This is an optimization exercise on Yosys and OpenROAD, whose aim is small area and a short achievable clock period, not a production implementation.
RTL that was checked went through simulation tests only; none was proved equivalent to the original.
No functional check of the RTL was part of run 3.
Power and IR drop assume default switching activity.

`design/flow/flow/run.sh`:
```
#!/bin/bash
set -euo pipefail
bash standard.sh finish \
  SETUP_SLACK_MARGIN=24.6 \
  MATCH_CELL_FOOTPRINT=0 \
  "BUFFER_PORTS_ARGS=-buffer_cell sky130_fd_sc_hd__buf_1" \
  > flow_make.log 2>&1
```
`design/flow/standard.sh`:
```
#!/bin/bash
# synth_recipe.tcl (not shown) runs the flow's synth.tcl, then flattens the netlist and writes it again
# the make line also repeats each setting of config.mk as NAME=value (left out here)
make -C /OpenROAD-flow-scripts/flow DESIGN_CONFIG=/design/flow/config.mk WORK_HOME=/design/flow/orfs CLKGATE_MAP_FILE= SYNTH_SCRIPT=/design/flow/synth_recipe.tcl "${@:-finish}"
```
`design/flow/config.mk`:
```
export PLATFORM = sky130hd
export DESIGN_NAME = zsc_lpm
export DESIGN_NICKNAME = zsc_lpm
export VERILOG_FILES = /design/flow/design.v
export SDC_FILE = /design/flow/constraint.sdc
export NUM_CORES = 4
export LEC_CHECK = 0
export ABC_AREA = 1
export CAP_MARGIN = 20
export CORE_MARGIN = 2
export CORE_UTILIZATION = 40
export CTS_CLUSTER_DIAMETER = 150
export CTS_CLUSTER_SIZE = 28
export PLACE_DENSITY = 0.6
export SLEW_MARGIN = 20
```
`design/flow/constraint.sdc`:
```
create_clock -name core_clock -period 32.0 [get_ports {clk}]
set_input_delay 6.4000 -clock core_clock [delete_from_list [all_inputs] [get_ports {clk}]]
set_output_delay 6.4000 -clock core_clock [all_outputs]
set_load 0.01 [all_outputs]
```
`design/flow/design.v`:
```
module lpm_front (
    input  wire [127:0] color,
    input  wire [127:0] attr,
    input  wire [103:0] col,       
    input  wire [31:0]  pri01,     
    input  wire [47:0]  pri27,     
    input  wire [17:0]  ovr,       
    input  wire         pinv,
    output reg  [7:0]   vis,
    output reg  [63:0]  eff,
    output reg  [63:0]  key
);
    function le8;             
        input [7:0] a, b;
        integer n;
        reg [7:0] g, p;
        reg [3:0] g1, p1;
        reg [1:0] g2, p2;
        begin
            g = b & ~a;
            p = b | ~a;
            for (n = 0; n < 4; n = n + 1) begin
                g1[n] = g[2*n+1] | (p[2*n+1] & g[2*n]);
                p1[n] = p[2*n+1] & p[2*n];
            end
            for (n = 0; n < 2; n = n + 1) begin
                g2[n] = g1[2*n+1] | (p1[2*n+1] & g1[2*n]);
                p2[n] = p1[2*n+1] & p1[2*n];
            end
            le8 = g2[1] | (p2[1] & (g2[0] | p2[0]));
        end
    endfunction
    reg [15:0] c, a;
    reg [2:0]  bpp;
    reg [7:0]  cmpv;
    reg [15:0] pr;
    reg [8:0]  ov;
    integer L;
    always @* begin
        for (L = 0; L < 8; L = L + 1) begin
            c   = color[16*L +: 16];
            a   = attr[16*L +: 16];
            bpp = col[13*L+8 +: 3];
            vis[L] = col[13*L+12] &
                     (a[12] | (c[3:0] != 4'd0) |
                      (c[4] & (bpp != 3'd0)) | (c[5] & (bpp >= 3'd2)) |
                      (c[6] & (bpp >= 3'd3)) | (c[7] & (bpp >= 3'd4)));
            if (L < 2) begin
                pr = pri01[16*L +: 16];
                ov = ovr[9*L +: 9];
                case (bpp)
                    3'd0: cmpv = c[11:4];
                    3'd1: cmpv = c[12:5];
                    3'd2: cmpv = c[13:6];
                    3'd3: cmpv = c[14:7];
                    default: cmpv = c[15:8];
                endcase
                eff[8*L +: 8] = (ov[8] & ~le8(cmpv, ov[7:0])) ? pr[15:8] : pr[7:0];
            end else begin
                eff[8*L +: 8] = pri27[8*(L-2) +: 8];
            end
            key[8*L +: 8] = eff[8*L +: 8] ^ {8{pinv}};
        end
    end
endmodule
module lpm_rank (
    input  wire [63:0] key,
    input  wire [7:0]  vis,
    output reg  [7:0]  fsel,
    output reg  [7:0]  bsel
);
    function le8;             
        input [7:0] a, b;
        integer n;
        reg [7:0] g, p;
        reg [3:0] g1, p1;
        reg [1:0] g2, p2;
        begin
            g = b & ~a;
            p = b | ~a;
            for (n = 0; n < 4; n = n + 1) begin
                g1[n] = g[2*n+1] | (p[2*n+1] & g[2*n]);
                p1[n] = p[2*n+1] & p[2*n];
            end
            for (n = 0; n < 2; n = n + 1) begin
                g2[n] = g1[2*n+1] | (p1[2*n+1] & g1[2*n]);
                p2[n] = p1[2*n+1] & p1[2*n];
            end
            le8 = g2[1] | (p2[1] & (g2[0] | p2[0]));
        end
    endfunction
    function one_hot;         
        input [7:0] v;
        integer n;
        reg any, two;
        begin
            any = 1'b0; two = 1'b0;
            for (n = 0; n < 8; n = n + 1) begin
                two = two | (any & v[n]);
                any = any | v[n];
            end
            one_hot = any & ~two;
        end
    endfunction
    reg [7:0] ah [0:7];       
    reg [7:0] bt [0:7];       
    integer i, j;
    always @* begin
        for (i = 0; i < 8; i = i + 1)
            for (j = 0; j < 8; j = j + 1)
                ah[i][j] = (i < j) ? le8(key[8*i +: 8], key[8*j +: 8]) : 1'b0;
        for (i = 0; i < 8; i = i + 1) begin
            for (j = 0; j < 8; j = j + 1) begin
                if (j < i)
                    bt[i][j] = vis[j] & ah[j][i];
                else if (j > i)
                    bt[i][j] = vis[j] & ~ah[i][j];
                else
                    bt[i][j] = 1'b0;
            end
            fsel[i] = vis[i] & (bt[i] == 8'd0);
            bsel[i] = vis[i] & one_hot(bt[i]);
        end
    end
endmodule
module lpm_slot (
    input  wire [7:0]   sel,
    input  wire [127:0] color,
    input  wire [127:0] attr,
    input  wire [15:0]  bgc,
    input  wire [15:0]  bga,
    input  wire [79:0]  mask,      
    input  wire [103:0] col,       
    input  wire [63:0]  eff,
    input  wire [29:0]  shd,       
    output wire [15:0]  o_color,
    output wire [15:0]  o_attr
);
    function le8;             
        input [7:0] a, b;
        integer n;
        reg [7:0] g, p;
        reg [3:0] g1, p1;
        reg [1:0] g2, p2;
        begin
            g = b & ~a;
            p = b | ~a;
            for (n = 0; n < 4; n = n + 1) begin
                g1[n] = g[2*n+1] | (p[2*n+1] & g[2*n]);
                p1[n] = p[2*n+1] & p[2*n];
            end
            for (n = 0; n < 2; n = n + 1) begin
                g2[n] = g1[2*n+1] | (p1[2*n+1] & g1[2*n]);
                p2[n] = p1[2*n+1] & p1[2*n];
            end
            le8 = g2[1] | (p2[1] & (g2[0] | p2[0]));
        end
    endfunction
    reg [15:0] c, a;
    reg [7:0]  bank, e;
    reg        shen;
    integer M;
    always @* begin
        c = {16{~|sel}} & bgc;
        a = {16{~|sel}} & bga;
        bank = 8'd0; e = 8'd0; shen = 1'b0;
        for (M = 0; M < 8; M = M + 1) begin
            c    = c    | ({16{sel[M]}} & color[16*M +: 16]);
            a    = a    | ({16{sel[M]}} & {attr[16*M+10 +: 6], attr[16*M +: 10] & mask[10*M +: 10]});
            bank = bank | ({8{sel[M]}} & col[13*M +: 8]);
            e    = e    | ({8{sel[M]}} & eff[8*M +: 8]);
            shen = shen | (sel[M] & col[13*M+11]);
        end
    end
    wire [9:0] s  = (a[14:13] == 2'd0) ? shd[9:0] :
                    (a[14:13] == 2'd1) ? shd[19:10] : shd[29:20];
    wire       ge = le8(s[7:0], e);
    wire       le = le8(e, s[7:0]);
    wire       sb = (s[9:8] == 2'd1) ? ge :
                    (s[9:8] == 2'd2) ? (ge & le) :
                    (s[9:8] == 2'd3) ? le : 1'b0;
    wire       sh = shen & a[15] & (a[14:13] != 2'd3) & sb;
    assign o_color = {c[15:8] + bank, c[7:0]};
    assign o_attr  = {a[15:13], a[12] ^ sh, a[11:0]};
endmodule
module zsc_lpm (
    input  wire         clk,
    input  wire         rst,         
    input  wire         reg_we,
    input  wire [10:0]  reg_addr,
    input  wire [15:0]  reg_wdata,
    input  wire         in_valid,
    input  wire [127:0] in_color,
    input  wire [127:0] in_attr,
    input  wire [15:0]  bg_color,
    input  wire [15:0]  bg_attr,
    output reg          out_valid,
    output reg  [15:0]  fr_color,
    output reg  [15:0]  fr_attr,
    output reg  [15:0]  bk_color,
    output reg  [15:0]  bk_attr
);
    reg         mix_pinv;
    reg [29:0]  shd_ctrl;            
    reg [31:0]  pri01;               
    reg [47:0]  pri27;               
    reg [17:0]  lyr_ovr;             
    reg [103:0] lyr_col;             
    reg [79:0]  lyr_mask;            
    wire [15:0] wd = reg_wdata & {16{~rst}};
    integer i;
    always @(posedge clk) begin
        if (rst | (reg_we & (reg_addr == 11'h20)))
            mix_pinv <= wd[0];
        for (i = 0; i < 3; i = i + 1)
            if (rst | (reg_we & (reg_addr == 11'h21 + i)))
                shd_ctrl[10*i +: 10] <= wd[9:0];
        for (i = 0; i < 8; i = i + 1) begin
            if (rst | (reg_we & (reg_addr == 11'h28 + 4 * i))) begin
                if (i < 2)
                    pri01[16*i +: 16] <= wd;
                else
                    pri27[8*(i-2) +: 8] <= wd[7:0];
            end
            if (rst | (reg_we & (reg_addr == 11'h2A + 4 * i)))
                lyr_col[13*i +: 13] <= wd[12:0];
            if (rst | (reg_we & (reg_addr == 11'h2B + 4 * i)))
                lyr_mask[10*i +: 10] <= wd[9:0];
        end
        for (i = 0; i < 2; i = i + 1)
            if (rst | (reg_we & (reg_addr == 11'h29 + 4 * i)))
                lyr_ovr[9*i +: 9] <= wd[8:0];
    end
    reg         p_valid;
    reg [127:0] p_color, p_attr;
    reg [15:0]  p_bgc, p_bga;
    always @(posedge clk) begin
        p_valid <= in_valid & ~rst;
        p_color <= in_color;
        p_attr  <= in_attr;
        p_bgc   <= bg_color;
        p_bga   <= bg_attr;
    end
    wire [7:0]  vis, fsel, bsel;
    wire [63:0] eff, key;
    wire [15:0] f_color, f_attr, b_color, b_attr;
    lpm_front u_front (
        .color(p_color), .attr(p_attr), .col(lyr_col), .pri01(pri01), .pri27(pri27),
        .ovr(lyr_ovr), .pinv(mix_pinv), .vis(vis), .eff(eff), .key(key)
    );
    lpm_rank u_rank (.key(key), .vis(vis), .fsel(fsel), .bsel(bsel));
    lpm_slot u_fr (
        .sel(fsel), .color(p_color), .attr(p_attr), .bgc(p_bgc), .bga(p_bga),
        .mask(lyr_mask), .col(lyr_col), .eff(eff), .shd(shd_ctrl),
        .o_color(f_color), .o_attr(f_attr)
    );
    lpm_slot u_bk (
        .sel(bsel), .color(p_color), .attr(p_attr), .bgc(p_bgc), .bga(p_bga),
        .mask(lyr_mask), .col(lyr_col), .eff(eff), .shd(shd_ctrl),
        .o_color(b_color), .o_attr(b_attr)
    );
    always @(posedge clk) begin
        out_valid <= p_valid & ~rst;
        fr_color  <= f_color;
        fr_attr   <= f_attr;
        bk_color  <= b_color;
        bk_attr   <= b_attr;
    end
endmodule
```
==> results of run 1 <==
final cells by class:
type	instances	area [um2]
Tap cell	1040	1300
Fill cell	7541	40700
Clock buffer	44	761
Multi-Input combinational cell	2408	13200
Sequential cell	667	16600
Timing Repair Buffer	513	3180
Inverter	434	1660
Clock inverter	4	65.1
sequential cells by signal, summed over array words and instances (netlist names):
register,flops
lyr_ovr,18
p_valid,1
p_bgc,16
bk_color,16
bk_attr,16
fr_attr,16
p_bga,16
fr_color,16
lyr_col,104
p_attr,128
shd_ctrl,30
out_valid,1
p_color,128
mix_pinv,1
lyr_mask,80
pri01,32
pri27,48
what timing repair did:
item,4_1_cts,5_1_grt
endpoints found under the setup margin,346,288
setup buffers,48,25
cloned,0,4
pin swaps,24,24
gates resized for setup,243,75
per-stage QoR:
| stage | cells | hold WS, ns |
|---|---|---|
| floorplan | 3637 | 0.388 |
| global placement | 4985 | 0.402 |
| detailed placement | 4985 | 0.401 |
| CTS | 5081 | 0.417 |
| global route | 5110 | 0.456 |
| finish | 5110 | 0.414 |
layer usage:
layer	share of wire	vias up
met5	0.00018	-
met4	0.063	4
met3	0.11	407
met2	0.45	2132
met1	0.38	13900
li1	-	13300
kinds of logic (layout without fill, tap and decap cells):
logic type / Yosys count / count (layout) / share of synthesized area
buffers and inverters: 566 / 995 / 0.0745
AND/OR/NAND/NOR: 1706 / 1710 / 0.245
flip-flops: 667 / 667 / 0.527
AO/OA/AOI/OAI: 620 / 620 / 0.129
XOR/XNOR: 62 / 62 / 0.0174
adder cells (fa/ha/maj): 16 / 16 / 0.00688
where the power goes:
part           total [mW]  leakage, nW  internal [mW]  switching [mW]
combinational        1.36         8.92          0.446           0.918
sequential           1.08         6.01           1.01          0.0690
clock               0.443        0.394          0.169           0.274
synth_stat cells, drive strengths merged, types with 9 or more instances:
cell type / count
xor2: 10
o22ai: 88
a221oi: 59
nand3: 367
clkbuf: 61
nor3: 42
nand2: 874
xnor2: 52
dfxtp: 354
buf: 71
nand4: 95
a31oi: 32
a211oi: 12
nor2: 283
ha: 14
inv: 422
edfxtp: 313
clkinv: 12
o211ai: 42
nor4: 16
o221ai: 28
a21oi: 127
or2: 15
o21ai: 147
o2111ai: 34
nand3b: 9
worst max-delay path by stage:
stage,end,slack [ns],depth (start not counted)
after floorplan,pri01[0],24.20,5
after detailed placement,lyr_mask[71],23.38,5
after global placement,lyr_mask[78],23.39,5
final,bk_color[1],24.39,1
after global routing,bk_color[15],24.28,51
after CTS,bk_color[1],24.38,1
==> run summary, run 1 <==
- Worst Max-Slew Pin Slew: 1.03 ns
- Dominant cell type by area after synthesis: edfxtp_1
- Worst clock skew: 0.0914 ns
- Number of setup violations in the final report: 0
- CTS clk-pin slew, worst paths: 0.11 ns
- WS Path Type: flop to output port
- Final Wtd Congestion: 0.980
- Worst Setup Start Kind: flop
- Share of layout cells above drive strength 1: 0.124
- Worst setup startpoint: bk_color[1]
- Hpwl dp: 92900 um
- Diodes inserted: 0
- Pin count of the biggest net entering global routing: 53
- CTS tree: yes
- Max-cap violation count: 0
- R2R setup slack: 24.85 ns
- PD cells: 78.4 nW/um2
- Total CTS buffers: 28
- Most frequent cells in the layout: nand2_1, inv_1, nand3_1, buf_1, edfxtp_1
- P_leak: 15.3 nW
- Flops & latches, synth: 667
- Htree depth: 1
- Placed cell area: 34300 um2
- EDFF count, synth: 313
- # hold bufs at CTS: 0
- All-Layer GR Usage: 0.318
- Ys Warns: 6
- Die Ht: 284 um
- Total iterations of the first detailed-routing run: 9
- Wire per inst: 25.9 um
- Status: complete, no violations
- Async S/R FF share, synth: 0
- Crit path buf inv count: 1
- WL final: 132000 um
- Final Core Density: 0.475
- Yosys cell types: 66
- Design Power: 2.88 mW
- Top Ports: 384
- Min-delay src: p_valid
- Routing usage on met2: 0.507
- Synth top area cells: edfxtp_1, dfxtp_1, nand2_1
- Commonest non-fill, non-tap cell in the layout: nand2_1
- Req. time, crit path: 25.60 ns
- RSZ-0062 raised after global routing: yes
- Skew-Pair Late Insertion Delay: 0.71 ns
- Reg2Reg Launch Point: lyr_col[9]
- Post-Synthesis Cells: 3637
- Clk sinks: 667
- Die area: 80400 um2
- Vias/cell: 5.83
- Initial antenna violation count: 4
- CP max stage cell: dfxtp_4
- M1 GR Usage: 0.410
- DR iter-0 viols: 4134
- Worst R2R End: bk_color[15]
- Final Cycle Share: 0.238
- Total negative slack: 0 ns
- CTS Root Buffer Type: clkbuf_16
- GRT busiest layer: met2
- CP max FO: 1
- Max-slew violation count: 0
- Fin area: 36800 um2
- Worst path cell trace: buf_6
- Max-Slew Margin vs Limit: 0.306
- DRC violations left: 0
- Top delay family on crit path: flip-flops
- Post-DRT Antenna Nets: 0
- Primary FF master, synth: dfxtp_1
- Initial core utilization: 0.404
- Placement row count: 102
- Synth top area share: 0.301
- Via Count: 29800
- Met3 GRT Util: 0.0566
- Max Clock Freq: 131 MHz
- Worst slack at placement: 23.38 ns
- Final hold violations: 0
- Sink of the worst hold path: out_valid
- Post-synthesis sequential area ratio: 0.527
- Hold path depth: 2
- First-pass GRT wire length: 189000 um
- Core box area: 77500 um2
- Vias in the first global route: 28100
- Maximum vdd drop: 0.0588 mV
- Worst setup margin: 24.39 ns
- Final worst path period need: 7.61 ns
- Syn nets: 3972
- Slowest cell delay on critical path: 0.38 ns
- Area grow syn2layout: 17.6%
- Post-Syn Area per Cell: 8.60 um2
- R2R depth: 45
- CP arrival: 1.21 ns
- Final nets: 4387
- Hold Crit Class: flop to flop
- Clock buffer depth: 3
- Die W: 284 um
- Grt total ovfl: 0
- Syn Std Cell Area: 31300 um2
- Port Buffers: 383
- Worst Setup End Kind: output port
==> run 2, diff against run 1 <==
==> design/flow/flow/run.sh (replaced) <==
#!/bin/bash
set -euo pipefail
bash standard.sh finish \
  SETUP_SLACK_MARGIN=24.4 \
  MATCH_CELL_FOOTPRINT=0 \
  "BUFFER_PORTS_ARGS=-buffer_cell sky130_fd_sc_hd__buf_1" \
  > flow_make.log 2>&1
--- a/design/flow/config.mk
+++ b/design/flow/config.mk
@@ -8,8 +8,8 @@
 export ABC_AREA = 1
 export CAP_MARGIN = 20
 export CORE_MARGIN = 2
-export CORE_UTILIZATION = 40
+export CORE_UTILIZATION = 55
 export CTS_CLUSTER_DIAMETER = 150
 export CTS_CLUSTER_SIZE = 28
-export PLACE_DENSITY = 0.6
+export PLACE_DENSITY = 0.7
 export SLEW_MARGIN = 20
==> run 2 against run 1 <==
  * Worst hold slack worse by 0.0026 ns
  * Sequential cell count unchanged
  * Synthesized cell count unchanged
  * Critical path type unchanged
  * Largest cell class unchanged
  * Worst setup slack better by 0.013 ns
  * Utilization is 16 points higher
  * Largest power group unchanged
  * Critical endpoint is now fr_color[1]
==> run summary, run 2 <==
- Max Clock Freq: 132 MHz
- Initial core utilization: 0.556
- Dominant cell type by area after synthesis: edfxtp_1
- Total iterations of the first detailed-routing run: 6
- EDFF count, synth: 313
- Total CTS buffers: 29
- Port Buffers: 383
- Wire per inst: 25.9 um
- Synth top area share: 0.301
- Worst path cell trace: buf_1
- WL final: 125000 um
- Final worst path period need: 7.60 ns
- Hpwl dp: 87000 um
- Synth top area cells: edfxtp_1, dfxtp_1, nand2_1
- Fillers: 4928
- Post-Syn Area per Cell: 8.60 um2
- Maximum vdd drop: 0.0610 mV
- WS Path Type: flop to output port
- Die W: 242 um
- Share of layout cells above drive strength 1: 0.0909
- CTS tree: yes
- Pin count of the biggest net entering global routing: 40
- Number of setup violations in the final report: 0
- Initial antenna violation count: 9
- M1 GR Usage: 0.516
- CTS clk-pin slew, worst paths: 0.11 ns
- Clk sinks: 667
- Final hold violations: 0
- Syn Std Cell Area: 31300 um2
- Top Ports: 384
- Flops & latches, synth: 667
- P_leak: 14.9 nW
- Routing usage on met2: 0.637
- Post-DRT Antenna Nets: 0
- Most frequent cells in the layout: nand2_1, inv_1, buf_1, dfxtp_1, nand3_1
- CP max stage cell: dfxtp_1
- Worst Setup End Kind: output port
- Post-Synthesis Cells: 3637
- Most frequent cells after synthesis: nand2_1, inv_1, dfxtp_1, nand3_1, edfxtp_1
- Req. time, crit path: 25.60 ns
- Max-slew violation count: 0
- Yosys cell types: 66
- Met3 GRT Util: 0.0805
- Design Power: 2.80 mW
- Clock buffer depth: 3
- # hold bufs at CTS: 0
- Via Count: 29600
- CTS Root Buffer Type: clkbuf_16
- Max-cap violation count: 0
- RSZ-0062 raised after global routing: yes
- Worst Setup Start Kind: flop
- Slowest cell delay on critical path: 0.32 ns
- Grt total ovfl: 0
- PD cells: 78.7 nW/um2
- Status: complete, no violations
- Total negative slack: 0 ns
- DRC violations left: 0
- CP max FO: 1
- Vias in the first global route: 27600
- Crit path buf inv count: 1
- Skew-Pair Late Insertion Delay: 0.66 ns
- Ys Warns: 6
- Final Wtd Congestion: 1.06
- Worst Max-Slew Pin Slew: 1.08 ns
- Placement row count: 87
- Top delay family on crit path: flip-flops
- Area grow syn2layout: 14.0%
- Primary FF master, synth: dfxtp_1
- Die Ht: 242 um
- Final nets: 4355
- Post-synthesis sequential area ratio: 0.527
- Async S/R FF share, synth: 0
- Commonest non-fill, non-tap cell in the layout: nand2_1
- All-Layer GR Usage: 0.407
- First-pass GRT wire length: 177000 um
- DR iter-0 viols: 4132
- Die area: 58800 um2
- Hold Crit Class: flop to flop
- Syn nets: 3972
- Final Cycle Share: 0.237
- Top-count cell post-synth: nand2_1
- CP arrival: 1.20 ns
- Biggest regs: p_attr x128, p_color x128, lyr_col x104
- Vias/cell: 6.18
- WHS: 0.411 ns
- Core box area: 56300 um2
- GRT busiest layer: met2
- Worst clock skew: 0.0252 ns
- Max-Slew Margin vs Limit: 0.275
- Htree depth: 1
[run 2: repair_timing]
item                                   in CTS  in global routing
endpoints found under the hold margin       0                  0
pin swaps                                   8                 11
buffers inserted                           19                 28
gates cloned                                0                  3
setup endpoints to repair                 113                 65
gates resized for setup                    20                 62
[run 2: power by group]
part           internal [mW]  switching [mW]
combinational          0.392           0.911
clock                  0.177           0.268
sequential             0.998          0.0556
total                   1.57            1.23
[run 2: cell type report]
cell class | instances | area [um2] | area share
inverter | 434 | 1660 | 0.0465
clock inverter | 4 | 90.1 | 0.00253
tap | 756 | 946 | 0.0266
antenna | 4 | 10.0 | 0.000281
timing repair buffer | 483 | 2430 | 0.0683
multi-input combinational | 2405 | 13200 | 0.371
sequential | 667 | 16500 | 0.463
clock buffer | 46 | 790 | 0.0222
[run 2: path summary, 6_finish.rpt]
path,from,slack [ns],end,cells after the start
hold reg to reg,p_valid,0.41,out_valid,2
setup / recovery,fr_color[1],24.40,fr_color[1],1
setup reg to reg,mix_pinv,24.83,fr_color[14],32
hold / removal,p_valid,0.41,out_valid,2
[run 2: metrics by stage]
stage               cells  cell area [um2]   util  setup slack (ns)
detailed placement   4695            33900  0.603             23.42
finish               4799            35600  0.633             24.40
floorplan            3637            31800      -             24.13
global route         4798            35600  0.633             24.29
CTS                  4764            35100  0.623             24.39
global placement     4695            33900  0.603             23.47
[run 2: kinds of logic (layout without fill, tap and decap cells)]
logic type | Yosys count | in the layout | synth area share
AOI/OAI and AO/OA | 620 | 620 | 0.129
xor gates and xnor gates | 62 | 62 | 0.0174
adders and majority gates | 16 | 16 | 0.00688
buffers and inverters | 566 | 967 | 0.0745
DFF | 667 | 667 | 0.527
other | 0 | 4 | 0
and+or+nand+nor | 1706 | 1707 | 0.245
[run 2: metal layers]
| layer | part of all wire | vias to the layer above | routed length, um |
|---|---|---|---|
| li1 | - | 13300 | - |
| met4 | 0.080 | 4 | 9980 |
| met5 | 0.00022 | - | 27 |
| met1 | 0.36 | 13600 | 44500 |
| met3 | 0.12 | 525 | 15100 |
| met2 | 0.44 | 2227 | 54900 |
==> run 3, diff against run 2 <==
--- a/design/flow/design.v
+++ b/design/flow/design.v
@@ -63,11 +63,15 @@
         end
     end
 endmodule
-module lpm_rank (
-    input  wire [63:0] key,
-    input  wire [7:0]  vis,
-    output reg  [7:0]  fsel,
-    output reg  [7:0]  bsel
+module lpm_rank4 (
+    input  wire [31:0] key,
+    input  wire [3:0]  vis,
+    output reg  [3:0]  f,         
+    output reg  [3:0]  s,         
+    output wire        fv,
+    output wire        sv,
+    output reg  [7:0]  fk,
+    output reg  [7:0]  sk
 );
     function le8;             
         input [7:0] a, b;
@@ -89,52 +93,40 @@
             le8 = g2[1] | (p2[1] & (g2[0] | p2[0]));
         end
     endfunction
-    function one_hot;         
-        input [7:0] v;
-        integer n;
-        reg any, two;
-        begin
-            any = 1'b0; two = 1'b0;
-            for (n = 0; n < 8; n = n + 1) begin
-                two = two | (any & v[n]);
-                any = any | v[n];
-            end
-            one_hot = any & ~two;
-        end
-    endfunction
-    reg [7:0] ah [0:7];       
-    reg [7:0] bt [0:7];       
+    reg [3:0] ah [0:3];       
+    reg [3:0] bt;             
     integer i, j;
     always @* begin
-        for (i = 0; i < 8; i = i + 1)
-            for (j = 0; j < 8; j = j + 1)
+        for (i = 0; i < 4; i = i + 1)
+            for (j = 0; j < 4; j = j + 1)
                 ah[i][j] = (i < j) ? le8(key[8*i +: 8], key[8*j +: 8]) : 1'b0;
-        for (i = 0; i < 8; i = i + 1) begin
-            for (j = 0; j < 8; j = j + 1) begin
+        fk = 8'd0; sk = 8'd0;
+        for (i = 0; i < 4; i = i + 1) begin
+            for (j = 0; j < 4; j = j + 1) begin
                 if (j < i)
-                    bt[i][j] = vis[j] & ah[j][i];
+                    bt[j] = vis[j] & ah[j][i];
                 else if (j > i)
-                    bt[i][j] = vis[j] & ~ah[i][j];
+                    bt[j] = vis[j] & ~ah[i][j];
                 else
-                    bt[i][j] = 1'b0;
-            end
-            fsel[i] = vis[i] & (bt[i] == 8'd0);
-            bsel[i] = vis[i] & one_hot(bt[i]);
-        end
-    end
-endmodule
-module lpm_slot (
-    input  wire [7:0]   sel,
-    input  wire [127:0] color,
-    input  wire [127:0] attr,
-    input  wire [15:0]  bgc,
-    input  wire [15:0]  bga,
-    input  wire [79:0]  mask,      
-    input  wire [103:0] col,       
-    input  wire [63:0]  eff,
-    input  wire [29:0]  shd,       
-    output wire [15:0]  o_color,
-    output wire [15:0]  o_attr
+                    bt[j] = 1'b0;
+            end
+            f[i] = vis[i] & (bt == 4'd0);
+            s[i] = vis[i] & (bt != 4'd0) & ((bt & (bt - 4'd1)) == 4'd0);
+            fk = fk | ({8{f[i]}} & key[8*i +: 8]);
+            sk = sk | ({8{s[i]}} & key[8*i +: 8]);
+        end
+    end
+    assign fv = |vis;
+    assign sv = (vis[0] & vis[1]) | (vis[0] & vis[2]) | (vis[0] & vis[3]) |
+                (vis[1] & vis[2]) | (vis[1] & vis[3]) | (vis[2] & vis[3]);
+endmodule
+module lpm_rank (
+    input  wire [63:0] key,
+    input  wire [7:0]  vis,
+    output wire [7:0]  fsel,
+    output wire [7:0]  bsel,
+    output wire [7:0]  fk,
+    output wire [7:0]  sk
 );
     function le8;             
         input [7:0] a, b;
@@ -156,19 +148,66 @@
             le8 = g2[1] | (p2[1] & (g2[0] | p2[0]));
         end
     endfunction
+    wire [3:0] fa, sa, fb, sb;
+    wire       fva, sva, fvb, svb;
+    wire [7:0] fka, ska, fkb, skb;
+    lpm_rank4 u_a (.key(key[31:0]), .vis(vis[3:0]), .f(fa), .s(sa), .fv(fva), .sv(sva),
+                   .fk(fka), .sk(ska));
+    lpm_rank4 u_b (.key(key[63:32]), .vis(vis[7:4]), .f(fb), .s(sb), .fv(fvb), .sv(svb),
+                   .fk(fkb), .sk(skb));
+    wire x = fva & (~fvb | le8(fka, fkb));
+    wire y = sva & (~fvb | le8(ska, fkb));
+    wire z = fva & (~svb | le8(fka, skb));
+    assign fsel = x ? {4'd0, fa} : {fb, 4'd0};
+    assign bsel = x ? (y ? {4'd0, sa} : {fb, 4'd0}) : (z ? {4'd0, fa} : {sb, 4'd0});
+    assign fk   = x ? fka : fkb;
+    assign sk   = x ? (y ? ska : fkb) : (z ? fka : skb);
+endmodule
+module lpm_slot (
+    input  wire [7:0]   sel,
+    input  wire [127:0] color,
+    input  wire [127:0] attr,
+    input  wire [15:0]  bgc,
+    input  wire [15:0]  bga,
+    input  wire [79:0]  mask,      
+    input  wire [103:0] col,       
+    input  wire [7:0]   e,         
+    input  wire [29:0]  shd,       
+    output wire [15:0]  o_color,
+    output wire [15:0]  o_attr
+);
+    function le8;             
+        input [7:0] a, b;
+        integer n;
+        reg [7:0] g, p;
+        reg [3:0] g1, p1;
+        reg [1:0] g2, p2;
+        begin
+            g = b & ~a;
+            p = b | ~a;
+            for (n = 0; n < 4; n = n + 1) begin
+                g1[n] = g[2*n+1] | (p[2*n+1] & g[2*n]);
+                p1[n] = p[2*n+1] & p[2*n];
+            end
+            for (n = 0; n < 2; n = n + 1) begin
+                g2[n] = g1[2*n+1] | (p1[2*n+1] & g1[2*n]);
+                p2[n] = p1[2*n+1] & p1[2*n];
+            end
+            le8 = g2[1] | (p2[1] & (g2[0] | p2[0]));
+        end
+    endfunction
     reg [15:0] c, a;
-    reg [7:0]  bank, e;
+    reg [7:0]  bank;
     reg        shen;
     integer M;
     always @* begin
         c = {16{~|sel}} & bgc;
         a = {16{~|sel}} & bga;
-        bank = 8'd0; e = 8'd0; shen = 1'b0;
+        bank = 8'd0; shen = 1'b0;
         for (M = 0; M < 8; M = M + 1) begin
             c    = c    | ({16{sel[M]}} & color[16*M +: 16]);
             a    = a    | ({16{sel[M]}} & {attr[16*M+10 +: 6], attr[16*M +: 10] & mask[10*M +: 10]});
             bank = bank | ({8{sel[M]}} & col[13*M +: 8]);
-            e    = e    | ({8{sel[M]}} & eff[8*M +: 8]);
             shen = shen | (sel[M] & col[13*M+11]);
         end
     end
@@ -243,20 +282,21 @@
     end
     wire [7:0]  vis, fsel, bsel;
     wire [63:0] eff, key;
+    wire [7:0]  fk, sk;
     wire [15:0] f_color, f_attr, b_color, b_attr;
     lpm_front u_front (
         .color(p_color), .attr(p_attr), .col(lyr_col), .pri01(pri01), .pri27(pri27),
         .ovr(lyr_ovr), .pinv(mix_pinv), .vis(vis), .eff(eff), .key(key)
     );
-    lpm_rank u_rank (.key(key), .vis(vis), .fsel(fsel), .bsel(bsel));
+    lpm_rank u_rank (.key(key), .vis(vis), .fsel(fsel), .bsel(bsel), .fk(fk), .sk(sk));
     lpm_slot u_fr (
         .sel(fsel), .color(p_color), .attr(p_attr), .bgc(p_bgc), .bga(p_bga),
-        .mask(lyr_mask), .col(lyr_col), .eff(eff), .shd(shd_ctrl),
+        .mask(lyr_mask), .col(lyr_col), .e(fk ^ {8{mix_pinv}}), .shd(shd_ctrl),
         .o_color(f_color), .o_attr(f_attr)
     );
     lpm_slot u_bk (
         .sel(bsel), .color(p_color), .attr(p_attr), .bgc(p_bgc), .bga(p_bga),
-        .mask(lyr_mask), .col(lyr_col), .eff(eff), .shd(shd_ctrl),
+        .mask(lyr_mask), .col(lyr_col), .e(sk ^ {8{mix_pinv}}), .shd(shd_ctrl),
         .o_color(b_color), .o_attr(b_attr)
     );
     always @(posedge clk) begin
--- a/design/flow/config.mk
+++ b/design/flow/config.mk
@@ -8,8 +8,8 @@
 export ABC_AREA = 1
 export CAP_MARGIN = 20
 export CORE_MARGIN = 2
-export CORE_UTILIZATION = 55
+export CORE_UTILIZATION = 40
 export CTS_CLUSTER_DIAMETER = 150
 export CTS_CLUSTER_SIZE = 28
-export PLACE_DENSITY = 0.7
+export PLACE_DENSITY = 0.6
 export SLEW_MARGIN = 20
==> run 3 against run 2 <==
  * Worst setup slack better by 0.033 ns
  * Sequential cell count stayed put
  * Power increased by 35%
  * Register-to-register slack got worse by 0.13 ns
  * Largest cell class unchanged
==> run summary, run 3 <==
- Final hold violations: 0
- Crit path buf inv count: 1
- CTS Root Buffer Type: clkbuf_16
- Post-synthesis mux area share: 0
- Min-delay src: p_valid
- Async S/R FF share, synth: 0
- Synth Area in Compound Gates: 0.116
- Port Buffers: 383
- Req. time, crit path: 25.60 ns
- Worst path cell trace: buf_2
- Primary FF master, synth: dfxtp_1
- Clk sinks: 667
- Ys Warns: 6
- Grt total ovfl: 0
- Area grow syn2layout: 22.1%
- Fin area: 36600 um2
- Largest family of logic cells by synthesized area: simple AND/OR/NAND/NOR gates
- Most frequent cells in the layout: nand2_1, inv_1, buf_1, dfxtp_1, edfxtp_1
- P_leak: 15.2 nW
- Hpwl dp: 87400 um
- Worst Max-Slew Pin Slew: 1.11 ns
- EDFF count, synth: 313
- Flops & latches, synth: 667
- Placed cell area: 33000 um2
- PD cells: 103 nW/um2
- Final Cycle Share: 0.236
- Htree depth: 1
- Syn nets: 3704
- Die area: 77200 um2
- Final nets: 4207
- Final Wtd Congestion: 0.964
- CP max stage cell: dfxtp_4
- Skew-Pair Late Insertion Delay: 0.65 ns
- Max-cap violation count: 0
- Commonest non-fill, non-tap cell in the layout: nand2_1
- Post-Syn Area per Cell: 8.91 um2
- Total iterations of the first detailed-routing run: 8
- R2R depth: 37
- Max-Slew Margin vs Limit: 0.260
- Total negative slack: 0 ns
- Hold Crit Class: flop to flop
- Post-Synthesis Cells: 3369
- Top delay family on crit path: flip-flops
- CTS tree: yes
- Levels on crit path: 1
- Core box area: 74300 um2
- Most frequent cells after synthesis: nand2_1, inv_1, dfxtp_1, edfxtp_1, nand3_1
- Biggest regs: p_attr x128, p_color x128, lyr_col x104
- Max-slew violation count: 0
- Via Count: 28200
- Adder-Cell Fraction of Synth Area: 0.00784
- CTS clk-pin slew, worst paths: 0.11 ns
- Syn Std Cell Area: 30000 um2
- Share of layout cells above drive strength 1: 0.136
- Clock buffer depth: 3
- Initial antenna violation count: 5
- DRC violations left: 0
- Post-Synth Simple-Gate Area: 0.229
- Wire per inst: 26.1 um
- Total CTS buffers: 28
- Maximum vdd drop: 0.0894 mV
- Worst clock skew: 0.0356 ns
- RSZ-0062 raised after global routing: yes
- All-Layer GR Usage: 0.308
- Final worst path period need: 7.56 ns
- Vias in the first global route: 26400
- Die W: 278 um
- Synth top area share: 0.313
- First-pass GRT wire length: 176000 um
- Placement row count: 100
- Reg2Reg Launch Point: mix_pinv
- CP arrival: 1.16 ns
- # hold bufs at CTS: 0
- Dominant cell type by area after synthesis: edfxtp_1
- Worst Setup Start Kind: flop
- Top-count cell post-synth: nand2_1
- Slowest cell delay on critical path: 0.38 ns
- R2R setup slack: 24.70 ns
- Setup crit end: fr_color[15]
- CP max FO: 1
- Worst setup startpoint: fr_color[15]
- Worst R2R End: bk_color[15]
- Vias/cell: 5.80
- WL final: 127000 um
- DR iter-0 viols: 3467
- Number of setup violations in the final report: 0
- WS Path Type: flop to output port
- Yosys cell types: 65
- Pin count of the biggest net entering global routing: 43
- Worst Setup End Kind: output port
- XOR/XNOR Fraction of Synth Area: 0.0230
- Max Clock Freq: 132 MHz
- Top Ports: 384
- Status: complete, no violations
- Post-synthesis sequential area ratio: 0.549
- Die Ht: 278 um
- Post-DRT Antenna Nets: 0
- Synth top area cells: edfxtp_1, dfxtp_1, nand2_1
- Initial core utilization: 0.404
==> run 3: cell count changes in the layout (fill, tap and decap cells not counted), sizes merged, moves of 16 or more <==
| cell | delta |
|---|---|
| nand3 | -49 |
| nor3 | +42 |
| nand2 | -148 |
| buf | +85 |
| a21oi | -50 |
| o211ai | -26 |
| o221ai | -16 |
| xor2 | +16 |
| inv | +22 |
| a31oi | -20 |
| a221oi | +32 |
==> run 3: per-stage QoR <==
| step | util | setup WS (ns) | hold slack (ns) | power [mW] | cells |
|---|---|---|---|---|---|
| 2_1_floorplan | - | 24.13 | 0.388 | 2.27 | 3369 |
| 3_3_place_gp | 0.444 | 22.97 | 0.393 | 2.98 | 4658 |
| 3_5_place_dp | 0.444 | 22.96 | 0.399 | 2.97 | 4658 |
| 4_1_cts | 0.472 | 24.38 | 0.414 | 3.49 | 4766 |
| 5_1_grt | 0.493 | 24.26 | 0.460 | 3.95 | 4864 |
| 6_report | 0.493 | 24.44 | 0.412 | 3.77 | 4865 |
==> run 3: area by class of cell <==
cell class	count	area, um2
well taps	969	1210
repair buffers	572	3590
fillers	7152	37700
clock inverters	4	57.6
multi-input cells	2148	12700
clock buffers	48	776
flip-flops and latches	667	16500
inverters	455	1780
diodes	2	5.00
==> run 3: power by group <==
part           switching, mW  leakage [nW]  total, mW  internal [mW]
Clock                  0.273         0.397      0.444          0.171
Combinational           1.51          8.83       2.27          0.760
Sequential            0.0487          6.00       1.06           1.01
Total                   1.84          15.2       3.77           1.94
==> run 3: layer usage <==
layer,global-route usage,vias up,wire (um)
met5,0,-,26
met4,0.125,4,6730
met3,0.0537,362,12500
met2,0.507,1757,58000
met1,0.403,13500,49900
li1,-,12600,-
==> run 3: repair_timing <==
| item | CTS | global route |
|---|---|---|
| buffers inserted | 53 | 85 |
| cloned | 3 | 12 |
| setup endpoints to repair | 329 | 140 |
| pin swaps | 24 | 43 |
| resized for setup | 123 | 162 |
==> run 3: cells by family after synthesis <==
logic type / Yosys count
simple gates: 1526
compound gates: 519
fa+ha+maj: 18
xor+xnor: 78
buf+inv: 561
flops: 667
==> run 3: worst min-delay path by stage <==
stage | end | slack [ns] | cells past startpoint
after floorplan | out_valid | 0.39 | 2
after global routing | out_valid | 0.46 | 2
after global placement | out_valid | 0.39 | 2
final | out_valid | 0.41 | 2
after detailed placement | out_valid | 0.40 | 2
after CTS | out_valid | 0.41 | 2
==> run 3: tightest hold or removal path, cell delays in order (launching register included) <==
cell	delay [ns]
dfxtp_1	0.31
inv_1	0.04
nor2_1	0.03
==> run 4, diff against run 3 <==
--- a/design/flow/design.v
+++ b/design/flow/design.v
@@ -196,18 +196,28 @@
             le8 = g2[1] | (p2[1] & (g2[0] | p2[0]));
         end
     endfunction
+    function [7:0] add8;      
+        input [7:0] x, y;
+        integer n;
+        reg cy;
+        begin
+            cy = 1'b0;
+            for (n = 0; n < 8; n = n + 1) begin
+                add8[n] = x[n] ^ y[n] ^ cy;
+                cy = (x[n] & y[n]) | (cy & (x[n] | y[n]));
+            end
+        end
+    endfunction
     reg [15:0] c, a;
-    reg [7:0]  bank;
     reg        shen;
     integer M;
     always @* begin
         c = {16{~|sel}} & bgc;
         a = {16{~|sel}} & bga;
-        bank = 8'd0; shen = 1'b0;
+        shen = 1'b0;
         for (M = 0; M < 8; M = M + 1) begin
-            c    = c    | ({16{sel[M]}} & color[16*M +: 16]);
+            c    = c    | ({16{sel[M]}} & {add8(color[16*M+8 +: 8], col[13*M +: 8]), color[16*M +: 8]});
             a    = a    | ({16{sel[M]}} & {attr[16*M+10 +: 6], attr[16*M +: 10] & mask[10*M +: 10]});
-            bank = bank | ({8{sel[M]}} & col[13*M +: 8]);
             shen = shen | (sel[M] & col[13*M+11]);
         end
     end
@@ -219,7 +229,7 @@
                     (s[9:8] == 2'd2) ? (ge & le) :
                     (s[9:8] == 2'd3) ? le : 1'b0;
     wire       sh = shen & a[15] & (a[14:13] != 2'd3) & sb;
-    assign o_color = {c[15:8] + bank, c[7:0]};
+    assign o_color = c;
     assign o_attr  = {a[15:13], a[12] ^ sh, a[11:0]};
 endmodule
 module zsc_lpm (
==> design/flow/flow/run.sh (replaced) <==
#!/bin/bash
set -euo pipefail
bash standard.sh finish \
  SETUP_SLACK_MARGIN=24.5 \
  MATCH_CELL_FOOTPRINT=0 \
  "BUFFER_PORTS_ARGS=-buffer_cell sky130_fd_sc_hd__buf_1" \
  > flow_make.log 2>&1
--- a/design/flow/config.mk
+++ b/design/flow/config.mk
@@ -8,8 +8,8 @@
 export ABC_AREA = 1
 export CAP_MARGIN = 20
 export CORE_MARGIN = 2
-export CORE_UTILIZATION = 40
+export CORE_UTILIZATION = 55
 export CTS_CLUSTER_DIAMETER = 150
 export CTS_CLUSTER_SIZE = 28
-export PLACE_DENSITY = 0.6
+export PLACE_DENSITY = 0.7
 export SLEW_MARGIN = 20
==> run 4 against run 3 <==
  * Sequential power is essentially flat
  * Worst setup slack improved by 0.0067 ns
  * Design area decreased by 4.4%
  * Via count is 2.0% lower
  * Clock-buffer cell count is the same
  * Maximum frequency barely moved
  * Clock skew shrank 0.0014 ns
  * Final cell count shrank 9.7%
  * Register-to-register slack got worse by 0.17 ns
==> run summary, run 4 <==
- Status: complete, no violations
- Top Ports: 384
- CP arrival: 1.16 ns
- Via Count: 27700
- Final Cycle Share: 0.236
- CTS clk-pin slew, worst paths: 0.12 ns
- Wire per inst: 26.7 um
- Commonest non-fill, non-tap cell in the layout: nand2_1
- Area of the multi-input gates: 12400 um2
- Hold path depth: 2
- Total CTS buffers: 28
- Final Wtd Congestion: 1.03
- Synth top area share: 0.311
- Area grow syn2layout: 15.9%
- R2R setup slack: 24.53 ns
- Max-Slew Margin vs Limit: 0.116
- Syn Std Cell Area: 30200 um2
- RSZ-0062 raised after global routing: yes
- Vias in the first global route: 26600
- Worst clock skew: 0.0342 ns
- DR iter-0 viols: 4031
- Die Ht: 238 um
- Synth top area cells: edfxtp_1, dfxtp_1, nand2_1
- Top-count cell post-synth: nand2_1
- # hold bufs at CTS: 0
- CTS tree: yes
- Worst Setup Start Kind: flop
- Skew-Pair Late Insertion Delay: 0.63 ns
- Initial antenna violation count: 8
- Worst R2R End: bk_attr[12]
- Top delay family on crit path: flip-flops
- Die area: 56800 um2
- Syn nets: 3645
- Placed cell area: 32800 um2
- Max-slew violation count: 0
- Most frequent cells after synthesis: nand2_1, inv_1, dfxtp_1, edfxtp_1, nand3_1
- EDFF count, synth: 313
- Placement row count: 85
- Sink of the worst hold path: out_valid
- Maximum vdd drop: 0.0738 mV
- Clk sinks: 667
- Fillers: 4433
- Post-Synthesis Cells: 3270
- Min-delay src: p_valid
- Register Area: 16500 um2
- WS Path Type: flop to output port
- Biggest regs: p_attr x128, p_color x128, lyr_col x104
- Post-DRT Antenna Nets: 0
- Post-synthesis sequential area ratio: 0.545
- DRC violations left: 0
- First-pass GRT wire length: 168000 um
- WHS: 0.422 ns
- CP max stage cell: dfxtp_4
- Hold Crit Class: flop to flop
- Yosys cell types: 69
- Total negative slack: 0 ns
- Max Clock Freq: 132 MHz
- CP max FO: 1
- Initial core utilization: 0.559
- Async S/R FF share, synth: 0
- Worst setup margin: 24.44 ns
- Worst path cell trace: buf_6
- Reg2Reg Launch Point: lyr_col[9]
- Pin count of the biggest net entering global routing: 74
- Grt total ovfl: 0
- Hpwl dp: 83500 um
- All-Layer GR Usage: 0.401
- Die W: 238 um
- Total iterations of the first detailed-routing run: 10
- R2R depth: 44
- Number of setup violations in the final report: 0
- Fin area: 35000 um2
- Worst Setup End Kind: output port
- PD cells: 91.1 nW/um2
- Core box area: 54000 um2
- WL final: 117000 um
- Primary FF master, synth: dfxtp_1
- Req. time, crit path: 25.60 ns
- Flops & latches, synth: 667
- Final hold violations: 0
- Worst slack at placement: 23.62 ns
- CTS Root Buffer Type: clkbuf_16
- Worst Max-Slew Pin Slew: 1.31 ns
- Post-Syn Area per Cell: 9.24 um2
- P_leak: 14.7 nW
- Port Buffers: 383
- Max-cap violation count: 0
- Final nets: 4047
- Clock buffer depth: 3
- Vias/cell: 6.30
- Ys Warns: 6
- Crit path buf inv count: 1
- Most frequent cells in the layout: nand2_1, inv_1, buf_1, dfxtp_1, edfxtp_1
- Dominant cell type by area after synthesis: edfxtp_1
- Final worst path period need: 7.56 ns
- Slowest cell delay on critical path: 0.41 ns
- Share of layout cells above drive strength 1: 0.115
- Htree depth: 1
==> run 4: changes by cell type after synthesis, moves of 8 or more <==
cell,change
a21oi_1,-22
nor3_1,-43
a31oi_1,+9
buf_6,+10
nor4_1,-14
o22ai_1,+18
nor2_2,-8
a311oi_1,+12
o2111ai_1,-10
fa_1,+46
buf_4,-10
nand3_1,-43
a221oi_1,-34
==> run 4: layout make-up <==
type                       instances  share of cell area
antenna                            3            0.000214
multi-input combinational       2059               0.353
sequential                       667               0.472
clock inverter                     3             0.00204
inverter                         451              0.0506
clock buffer                      48              0.0227
timing repair buffer             465              0.0740
tap                              696              0.0249
==> run 4: worst max path at each step <==
stage | startpoint | end | slack [ns] | cells after the start
2_1_floorplan | reg_addr[9] | shd_ctrl[0] | 24.29 | 3
3_5_place_dp | reg_addr[7] | shd_ctrl[6] | 23.62 | 4
3_3_place_gp | reg_addr[7] | lyr_mask[5] | 23.64 | 4
4_1_cts | lyr_col[9] | fr_attr[12] | 24.38 | 44
5_1_grt | lyr_col[9] | bk_attr[12] | 24.16 | 53
6_report | bk_color[7] | bk_color[7] | 24.44 | 1
==> run 4: report_power, final <==
group / switching [mW] / leakage, nW / internal [mW]
Combinational: 1.18 / 8.30 / 0.507
Sequential: 0.0553 / 6.01 / 1.00
Clock: 0.267 / 0.411 / 0.182
==> run 4: what timing repair did <==
item,in CTS,in global routing
setup buffers,25,28
setup endpoints to repair,311,190
pin swaps,19,10
resized for setup,122,113
cloned,0,1
==> run 4: kinds of logic (layout without fill, tap and decap cells) <==
group / after synthesis / count (layout) / synth area share
AND/OR/NAND/NOR: 1447 / 1448 / 0.218
flip-flops: 667 / 667 / 0.545
buffers and inverters: 545 / 967 / 0.0731
AO/OA/AOI/OAI: 474 / 474 / 0.104
XOR/XNOR: 80 / 80 / 0.0237
adder cells (fa/ha/maj): 57 / 57 / 0.0354
other: 0 / 3 / 0
==> run 4: routing by layer <==
metal | share of wire | routed length, um | global-route usage | up-vias
met5 | 0.00044 | 52 | 0 | -
met4 | 0.072 | 8380 | 0.223 | 8
met3 | 0.12 | 14000 | 0.0909 | 629
met2 | 0.45 | 53300 | 0.653 | 2183
met1 | 0.35 | 41500 | 0.496 | 12900
li1 | - | - | - | 11900
==> run 4: per-stage QoR <==
step / instances / total power [mW] / utilization
after global routing: 4392 / 3.32 / 0.648
after detailed placement: 4282 / 2.59 / 0.607
final: 4392 / 3.19 / 0.648
after global placement: 4282 / 2.57 / 0.607
after CTS: 4358 / 3.06 / 0.636
after floorplan: 3270 / 2.06 / -
==> run 5, diff against run 4 <==
==> design/flow/flow/run.sh (replaced) <==
#!/bin/bash
set -euo pipefail
bash standard.sh finish \
  SETUP_SLACK_MARGIN=24.4 \
  MATCH_CELL_FOOTPRINT=0 \
  "BUFFER_PORTS_ARGS=-buffer_cell sky130_fd_sc_hd__buf_1" \
  > flow_make.log 2>&1
==> run 5 against run 4 <==
  * Maximum frequency decreased by 0.40%
  * Design area is 1.1% lower
  * Final cell count fell by 0.16%
  * Sequential share of layout area up 0.36 points
  * Non-clock buffer count decreased by 5
  * Power increased by 0.59%
  * Utilization shrank 0.70 points
  * Register-to-register slack better by 0.33 ns
  * First-iteration DRC count decreased by 3.7%
  * Wire length is 0.39% higher
  * Critical endpoint is now bk_attr[5]
  * Highest routed layer unchanged
==> run summary, run 5 <==
- Status: complete, no violations
- Worst Setup Start Kind: flop
- Worst Max-Slew Pin Slew: 1.31 ns
- Max Clock Freq: 132 MHz
- Vias in the first global route: 26500
- Port Buffers: 383
- Via Count: 27500
- Htree depth: 1
- Crit path buf inv count: 1
- EDFF count, synth: 313
- Die W: 238 um
- Placement row count: 85
- Skew-Pair Late Insertion Delay: 0.66 ns
- CTS clk-pin slew, worst paths: 0.11 ns
- Syn nets: 3645
- Final Cycle Share: 0.237
- Initial antenna violation count: 5
- Number of setup violations in the final report: 0
- CP max FO: 1
- Final hold violations: 0
- Hpwl dp: 83300 um
- Maximum vdd drop: 0.0701 mV
- Total iterations of the first detailed-routing run: 7
- Max-Slew Margin vs Limit: 0.126
- Primary FF master, synth: dfxtp_1
- WS Path Type: flop to output port
- Post-Synthesis Cells: 3270
- Clock buffer depth: 3
- Worst Setup End Kind: output port
- Req. time, crit path: 25.60 ns
- Wire per inst: 26.8 um
- Worst R2R End: bk_attr[12]
- Post-synthesis sequential area ratio: 0.545
- Commonest non-fill, non-tap cell in the layout: nand2_1
- Most frequent cells after synthesis: nand2_1, inv_1, dfxtp_1, edfxtp_1, nand3_1
- First-pass GRT wire length: 169000 um
- Total negative slack: 0 ns
- Most frequent cells in the layout: nand2_1, inv_1, buf_1, dfxtp_1, edfxtp_1
- Design Power: 3.21 mW
- Worst clock skew: 0.0617 ns
- Top-count cell post-synth: nand2_1
- Fillers: 4401
- Vias/cell: 6.27
- Worst setup startpoint: bk_attr[5]
- Levels on crit path: 1
- All-Layer GR Usage: 0.405
- Hold Crit Class: flop to flop
- RSZ-0062 raised after global routing: yes
- CTS tree: yes
- Post-DRT Antenna Nets: 0
- DRC violations left: 0
- Flops & latches, synth: 667
- Ys Warns: 6
- Syn Std Cell Area: 30200 um2
- Grt total ovfl: 0
- R2R depth: 43
- Final nets: 4041
- Max-cap violation count: 0
- Initial core utilization: 0.559
- CP max stage cell: dfxtp_2
- P_leak: 14.5 nW
- Die Ht: 238 um
- Clk sinks: 667
- Top Ports: 384
- Reg2Reg Launch Point: lyr_col[9]
- DR iter-0 viols: 3882
- Dpl cells: 4285
- Hold path depth: 2
- Setup crit end: bk_attr[5]
- CP arrival: 1.19 ns
- Synth top area cells: edfxtp_1, dfxtp_1, nand2_1
- Yosys cell types: 69
- WL final: 118000 um
- Worst path cell trace: buf_1
- # hold bufs at CTS: 0
- Top delay family on crit path: flip-flops
- Die area: 56800 um2
- Core box area: 54000 um2
- R2R setup slack: 24.86 ns
- Share of layout cells above drive strength 1: 0.0890
- Post-Syn Area per Cell: 9.24 um2
- Total CTS buffers: 28
- Cell Count, Final, Fillers Out: 4385
- Async S/R FF share, synth: 0
- Synth top area share: 0.311
- Max-slew violation count: 0
- CTS Root Buffer Type: clkbuf_16
- Biggest regs: p_attr x128, p_color x128, lyr_col x104
- Dominant cell type by area after synthesis: edfxtp_1
- Area grow syn2layout: 14.7%
- Slowest cell delay on critical path: 0.38 ns
- Final Wtd Congestion: 1.00
- Pin count of the biggest net entering global routing: 74
- Final worst path period need: 7.59 ns
- PD cells: 92.6 nW/um2
==> run 5: cell type report <==
cell class	instances	area (um2)	share of cell area
antenna	3	7.51	0.000217
clock buffer	46	768	0.0222
clock inverter	4	82.6	0.00238
inverter	451	1730	0.0499
multi-input combinational	2058	12400	0.359
sequential	667	16500	0.476
tap	696	871	0.0251
timing repair buffer	460	2280	0.0657
==> run 5: worst min-delay path by stage <==
stage | endpoint | startpoint
2_1_floorplan | out_valid | p_valid
3_3_place_gp | out_valid | p_valid
3_5_place_dp | out_valid | p_valid
4_1_cts | out_valid | p_valid
5_1_grt | out_valid | p_valid
6_report | out_valid | p_valid
==> run 5: power by group <==
part / internal, mW / leakage [nW] / switching (mW)
registers: 0.999 / 6.00 / 0.0521
logic: 0.509 / 8.05 / 1.21
clock network: 0.178 / 0.404 / 0.268
==> run 5: what timing repair did <==
item / CTS / global route
setup endpoints to repair: 179 / 117
gates cloned: 0 / 1
pin swaps: 9 / 15
buffers inserted: 16 / 30
resized for setup: 28 / 69
==> run 5: metal layers <==
| layer | track usage | wire (um) | vias up |
|---|---|---|---|
| met4 | 0.214 | 7720 | 4 |
| met2 | 0.652 | 54000 | 2132 |
| met3 | 0.0907 | 14500 | 514 |
| met5 | 0 | 51 | - |
| li1 | - | - | 11900 |
| met1 | 0.511 | 41400 | 12900 |
==> run 5: logic make-up after synthesis <==
| group | after synthesis | share of synthesized area |
|---|---|---|
| adder cells (fa/ha/maj) | 57 | 0.0354 |
| buffers and inverters | 545 | 0.0731 |
| XOR/XNOR | 80 | 0.0237 |
| flip-flops | 667 | 0.545 |
| AO/OA/AOI/OAI | 474 | 0.104 |
| AND/OR/NAND/NOR | 1447 | 0.218 |
==> run 5: through the flow <==
stage	utilization	worst slack, ns	hold WS [ns]	cell area [um2]
3_5_place_dp	0.608	23.35	0.397	32800
3_3_place_gp	0.607	23.43	0.395	32800
6_report	0.641	24.41	0.413	34700
2_1_floorplan	-	24.13	0.388	30800
4_1_cts	0.629	24.23	0.412	34000
5_1_grt	0.641	24.34	0.427	34700
==> run 6, diff against run 5 <==
--- a/design/flow/config.mk
+++ b/design/flow/config.mk
@@ -10,6 +10,6 @@
 export CORE_MARGIN = 2
 export CORE_UTILIZATION = 55
 export CTS_CLUSTER_DIAMETER = 150
-export CTS_CLUSTER_SIZE = 28
-export PLACE_DENSITY = 0.7
+export CTS_CLUSTER_SIZE = 26
+export PLACE_DENSITY = 0.65
 export SLEW_MARGIN = 20
==> run 6 against run 5 <==
  * Worst setup slack gained 0.026 ns
  * Maximum frequency grew 0.34%
  * Synthesized area did not move
  * Critical path type is now primary input to flop
  * Largest power group unchanged
  * Clock-buffer cell count grew 5
  * Worst hold slack improved by 0.013 ns
  * Global-route usage is 0.87 points lower
  * Via count is 0.28% lower
==> run summary, run 6 <==
- WL final: 115000 um
- Total negative slack: 0 ns
- Status: complete, no violations
- Top delay family on crit path: simple AND/OR/NAND/NOR gates
- Total iterations of the first detailed-routing run: 11
- Max-cap violation count: 0
- DRC violations left: 0
- Synth top area share: 0.311
- Core box area: 54000 um2
- CTS tree: yes
- Number of setup violations in the final report: 0
- Wire per inst: 26.0 um
- Primary FF master, synth: dfxtp_1
- CTS clk-pin slew, worst paths: 0.10 ns
- Top Ports: 384
- Skew-Pair Late Insertion Delay: 0.63 ns
- Most frequent cells after synthesis: nand2_1, inv_1, dfxtp_1, edfxtp_1, nand3_1
- Initial core utilization: 0.559
- Post-synthesis sequential area ratio: 0.545
- Area grow syn2layout: 14.8%
- Top-count cell post-synth: nand2_1
- Flops & latches, synth: 667
- Max-Slew Margin vs Limit: 0.260
- # hold bufs at CTS: 0
- Final nets: 4053
- P_leak: 14.5 nW
- Req. time, crit path: 32.26 ns
- Die W: 238 um
- Syn Std Cell Area: 30200 um2
- Commonest non-fill, non-tap cell in the layout: nand2_1
- Final Wtd Congestion: 1.00
- Final hold violations: 0
- Worst clock skew: 0.0220 ns
- Vias/cell: 6.23
- Post-DRT Antenna Nets: 0
- Hpwl dp: 82000 um
- Maximum vdd drop: 0.0583 mV
- Ys Warns: 6
- Final worst path period need: 7.56 ns
- Via Count: 27400
- Worst Setup Start Kind: primary input
- Most frequent cells in the layout: nand2_1, inv_1, buf_1, dfxtp_1, edfxtp_1
- Yosys cell types: 69
- WHS: 0.426 ns
- Initial antenna violation count: 10
- Worst Setup End Kind: flop
- Share of layout cells above drive strength 1: 0.0889
- Die area: 56800 um2
- Biggest regs: p_attr x128, p_color x128, lyr_col x104
- WS Path Type: primary input to flop
- Clock buffer depth: 3
- Async S/R FF share, synth: 0
- Worst Max-Slew Pin Slew: 1.11 ns
- Max Clock Freq: 132 MHz
- CP max stage cell: o21ai_4
- Placement row count: 85
- Max-slew violation count: 0
- CTS Root Buffer Type: clkbuf_16
- Total CTS buffers: 29
- Grt total ovfl: 0
- Placed cell area: 32800 um2
- Slowest cell delay on critical path: 0.52 ns
- First-pass GRT wire length: 165000 um
- Dominant cell type by area after synthesis: edfxtp_1
- Post-Synthesis Cells: 3270
- CP arrival: 7.82 ns
- RSZ-0062 raised after global routing: yes
- DR iter-0 viols: 4017
- EDFF count, synth: 313
- PD cells: 90.6 nW/um2
- CP max FO: 10
- Crit path buf inv count: 2
- Fin area: 34700 um2
- Worst path cell trace: buf_1 -> nor3_4 -> nand2_4 -> clkinv_8 -> nand2_8 -> o21ai_4
- Vias in the first global route: 26400
- Syn nets: 3645
- Post-Syn Area per Cell: 9.24 um2
- Htree depth: 1
- All-Layer GR Usage: 0.396
- Pin count of the biggest net entering global routing: 38
- Die Ht: 238 um
- Final Cycle Share: 0.236
- Hold Crit Class: flop to flop
- Synth top area cells: edfxtp_1, dfxtp_1, nand2_1
- Port Buffers: 383
- Clk sinks: 667
run 6: logic make-up after synthesis:
group	share of synthesized area
and+or+nand+nor	0.218
DFF	0.545
buffers and inverters	0.0731
AOI/OAI and AO/OA	0.104
xor gates and xnor gates	0.0237
adders and majority gates	0.0354
run 6: metal layers:
metal	vias to the layer above	GRT usage	part of all wire
li1	11900	-	-
met1	12800	0.499	0.36
met2	2149	0.632	0.45
met3	544	0.0976	0.13
met4	8	0.209	0.069
met5	-	0	0.00041
run 6: what timing repair did:
action                                  CTS  global route
endpoints found under the setup margin  283           125
pin swaps                                19            10
gates resized for setup                  17            74
setup buffers                            23            34
gates cloned                              0             1
run 6: power by group:
| group | internal [mW] | leakage [nW] | switching, mW |
|---|---|---|---|
| Combinational | 0.492 | 8.07 | 1.17 |
| Sequential | 0.998 | 6.00 | 0.0486 |
| Clock | 0.174 | 0.396 | 0.258 |
run 6: worst paths after layout:
check / slack (ns) / endpoint / cells after the start / startpoint
worst max-delay path: 24.44 / lyr_mask[72] / 6 / reg_addr[9]
worst min-delay path: 0.43 / out_valid / 2 / p_valid
worst max register to register: 24.76 / fr_attr[12] / 39 / lyr_col[22]
worst min register to register: 0.43 / out_valid / 2 / p_valid
run 6: worst min-delay path, delay by kind of cell, from the launching register on:
kind	cells	cell delay, ns
buffers and inverters	1	0.05
flip-flops	1	0.32
AND/OR/NAND/NOR	1	0.03
run 6: area by class of cell:
| class | instances | area [um2] |
|---|---|---|
| sequential | 667 | 16500 |
| multi-input combinational | 2059 | 12300 |
| clock buffer | 51 | 808 |
| fill | 4486 | 19300 |
| timing repair buffer | 470 | 2380 |
| antenna | 4 | 10.0 |
| tap | 696 | 871 |
| inverter | 451 | 1780 |
| clock inverter | 3 | 22.5 |
run 6: stage by stage:
| step | setup slack (ns) | util | std cells | power, mW |
|---|---|---|---|---|
| after floorplan | 24.13 | - | 3270 | 2.06 |
| after global placement | 23.41 | 0.607 | 4285 | 2.55 |
| after detailed placement | 23.36 | 0.607 | 4285 | 2.57 |
| after CTS | 24.29 | 0.631 | 4362 | 3.00 |
| after global routing | 24.35 | 0.642 | 4398 | 3.27 |
| final | 24.44 | 0.642 | 4401 | 3.14 |
==> run 7, diff against run 6 <==
--- a/design/flow/config.mk
+++ b/design/flow/config.mk
@@ -8,8 +8,8 @@
 export ABC_AREA = 1
 export CAP_MARGIN = 20
 export CORE_MARGIN = 2
-export CORE_UTILIZATION = 55
+export CORE_UTILIZATION = 60
 export CTS_CLUSTER_DIAMETER = 150
 export CTS_CLUSTER_SIZE = 26
-export PLACE_DENSITY = 0.65
+export PLACE_DENSITY = 0.72
 export SLEW_MARGIN = 20
==> run 7 against run 6 <==
  * Still clean on timing, DRC and antenna
  * Clock power up 0.9%
  * Sequential share of layout area about the same
  * Synthesized area unchanged
  * Non-clock buffer count down 6
  * Clock skew up 0.0063 ns
  * Global-route usage up 3.1 points
  * Sequential cell count unchanged
  * Wire length about the same
  * Clock-buffer cell count down 1
  * Critical endpoint is now fr_attr[4]
  * Highest routed layer unchanged
==> run summary, run 7 <==
- EDFF count, synth: 313
- PD cells: 91.3 nW/um2
- Worst Setup End Kind: output port
- Cell Count, Final, Fillers Out: 4370
- Flops & latches, synth: 667
- Worst clock skew: 0.0283 ns
- Pint: 1.67 mW
- Worst Max-Slew Pin Slew: 1.20 ns
- Ys Warns: 6
- Max Clock Freq: 132 MHz
- RSZ-0062 raised after global routing: yes
- Primary FF master, synth: dfxtp_1
- Clock buffer depth: 3
- Wire per inst: 26.2 um
- Pin count of the biggest net entering global routing: 74
- WL final: 114000 um
- Max-Slew Margin vs Limit: 0.198
- Initial core utilization: 0.605
- Total iterations of the first detailed-routing run: 7
- Vias/cell: 6.37
- Top-count cell post-synth: nand2_1
- Post-synthesis sequential area ratio: 0.545
- DRC violations left: 0
- Top delay family on crit path: flip-flops
- CTS tree: yes
- Vias in the first global route: 26600
- Final worst path period need: 7.59 ns
- Adder-Cell Fraction of Synth Area: 0.0354
- All-Layer GR Usage: 0.427
- Psw: 1.50 mW
- Commonest non-fill, non-tap cell in the layout: nand2_1
- Port Buffers: 383
- Htree depth: 1
- Synth Area in Compound Gates: 0.104
- Top Ports: 384
- Post-synthesis mux area share: 0
- Fillers: 3744
- Synth top area cells: edfxtp_1, dfxtp_1, nand2_1
- Biggest regs: p_attr x128, p_color x128, lyr_col x104
- Max-cap violation count: 0
- Worst Setup Start Kind: flop
- Syn nets: 3645
- WHS: 0.430 ns
- Post-Synth Simple-Gate Area: 0.218
- Placed cell area: 32800 um2
- Final Cycle Share: 0.237
- Final Wtd Congestion: 1.02
- Post-Synthesis Cells: 3270
- Worst path cell trace: buf_1
- Hold Crit Class: flop to flop
- Post-DRT Antenna Nets: 0
- Syn Std Cell Area: 30200 um2
- Synth top area share: 0.311
- DR iter-0 viols: 4344
- P_leak: 14.5 nW
- Clk network pwr share: 0.138
- Hold path depth: 2
- CP max stage cell: dfxtp_1
- Max-slew violation count: 0
- Die W: 228 um
- Die area: 52200 um2
- Post-Syn Area per Cell: 9.24 um2
- Skew-Pair Late Insertion Delay: 0.64 ns
- Slowest cell delay on critical path: 0.38 ns
- Req. time, crit path: 25.60 ns
- Fin area: 34700 um2
- Worst setup margin: 24.41 ns
- CP arrival: 1.19 ns
- Dpl cells: 4258
- Status: complete, no violations
- Grt total ovfl: 0
- CTS clk-pin slew, worst paths: 0.11 ns
- Levels on crit path: 1
- Total negative slack: 0 ns
- Clk sinks: 667
- Crit path buf inv count: 1
- Final hold violations: 0
- First-pass GRT wire length: 165000 um
- Maximum vdd drop: 0.0705 mV
- Most frequent cells after synthesis: nand2_1, inv_1, dfxtp_1, edfxtp_1, nand3_1
- Net Sw Frac: 0.474
- Power share of the combinational group: 0.531
- Core box area: 50000 um2
- Area grow syn2layout: 14.9%
- Hpwl dp: 81200 um
- WS Path Type: flop to output port
- Sequential share of power: 0.331
- Largest family of logic cells by synthesized area: simple AND/OR/NAND/NOR gates
- R2R depth: 31
- Most frequent cells in the layout: nand2_1, inv_1, buf_1, dfxtp_1, edfxtp_1
- CP max FO: 1
- Worst slack at placement: 23.39 ns
- Async S/R FF share, synth: 0
- Die Ht: 228 um
- Final Core Density: 0.695
- XOR/XNOR Fraction of Synth Area: 0.0237
- Placement row count: 82
- Initial antenna violation count: 8
- CTS Root Buffer Type: clkbuf_16
- Yosys cell types: 69
- Share of layout cells above drive strength 1: 0.0888
- Dominant cell type by area after synthesis: edfxtp_1
- Final nets: 4047
- Total CTS buffers: 29
- Number of setup violations in the final report: 0
- Via Count: 27800
- Design Power: 3.17 mW
==> run 7: cell counts after synthesis <==
Identical to the previous run, type by type.
==> run 7: routing by layer <==
layer	vias to the layer above	track usage	wire, um	share of wire
met3	690	0.112	14800	0.13
met2	2408	0.675	50900	0.44
met4	6	0.306	10100	0.088
li1	11900	-	-	-
met5	-	0	67	0.00059
met1	12800	0.508	38500	0.34
==> run 7: area by class of cell <==
type / count / area [um2] / area share
clock inverters: 2 / 20.0 / 0.000577
inverters: 451 / 1750 / 0.0504
well taps: 672 / 841 / 0.0242
repair buffers: 464 / 2340 / 0.0673
multi-input cells: 2059 / 12500 / 0.359
diodes: 5 / 12.5 / 0.000360
flip-flops and latches: 667 / 16500 / 0.475
clock buffers: 50 / 805 / 0.0232
==> run 7: kinds of logic after synthesis <==
family	count (synthesis)
flops	667
fa+ha+maj	57
xor+xnor	80
compound gates	474
simple gates	1447
buf+inv	545
==> run 7: power by group through the flow <==
| stage | clock network (mW) | logic, mW | registers, mW |
|---|---|---|---|
| 2_1_floorplan | 0 | 0.993 | 1.07 |
| 3_3_place_gp | 0 | 1.50 | 1.06 |
| 3_5_place_dp | 0 | 1.51 | 1.06 |
| 4_1_cts | 0.432 | 1.53 | 1.05 |
| 5_1_grt | 0.459 | 1.78 | 1.06 |
| 6_report | 0.436 | 1.69 | 1.05 |
==> run 7: final timing paths <==
check	startpoint	to	slack [ns]
worst min-delay path	p_valid	out_valid	0.43
worst min register to register	p_valid	out_valid	0.43
worst max-delay path	fr_attr[4]	fr_attr[4]	24.41
worst max register to register	mix_pinv	bk_attr[12]	24.53
==> run 7: repair_timing <==
action                     CTS  global route
gates cloned                 0             1
pin swaps                   16            10
gates resized for setup     29            78
setup buffers               23            31
setup endpoints to repair  309           103
hold buffers                 0             0

## what the ideal ports hide
How much do the figures lean on ideal ports? The routed layouts below were timed once more, with nothing changed but the port constraints. Step 1 sets driving cells, clkbuf_16 on the clock port and buf_2 on the other inputs (assumed; they add their load-dependent delay and slew). Step 2 times the ports against the registers' clock, not the clock port: input delays grow and output delays shrink by t, the midpoint of the rising clock arrivals with the driver on. a / b / c = ideal / step 1 / step 2; a / b = the first two.
run | t (ns) | slack for setup (ns)
run 1 | 0.738 | 24.390 / 24.317 / 23.934
run 2 | 0.714 | 24.403 / 24.335 / 23.803
run 3 | 0.700 | 24.437 / 24.371 / 23.765
run 4 | 0.674 | 24.443 / 24.385 / 23.926
run 5 | 0.690 | 24.413 / 24.352 / 23.795
run 6 | 0.683 | 24.439 / 24.383 / 23.800
run 7 | 0.683 | 24.409 / 24.350 / 23.791
After both steps setup and hold are still met in every run listed.
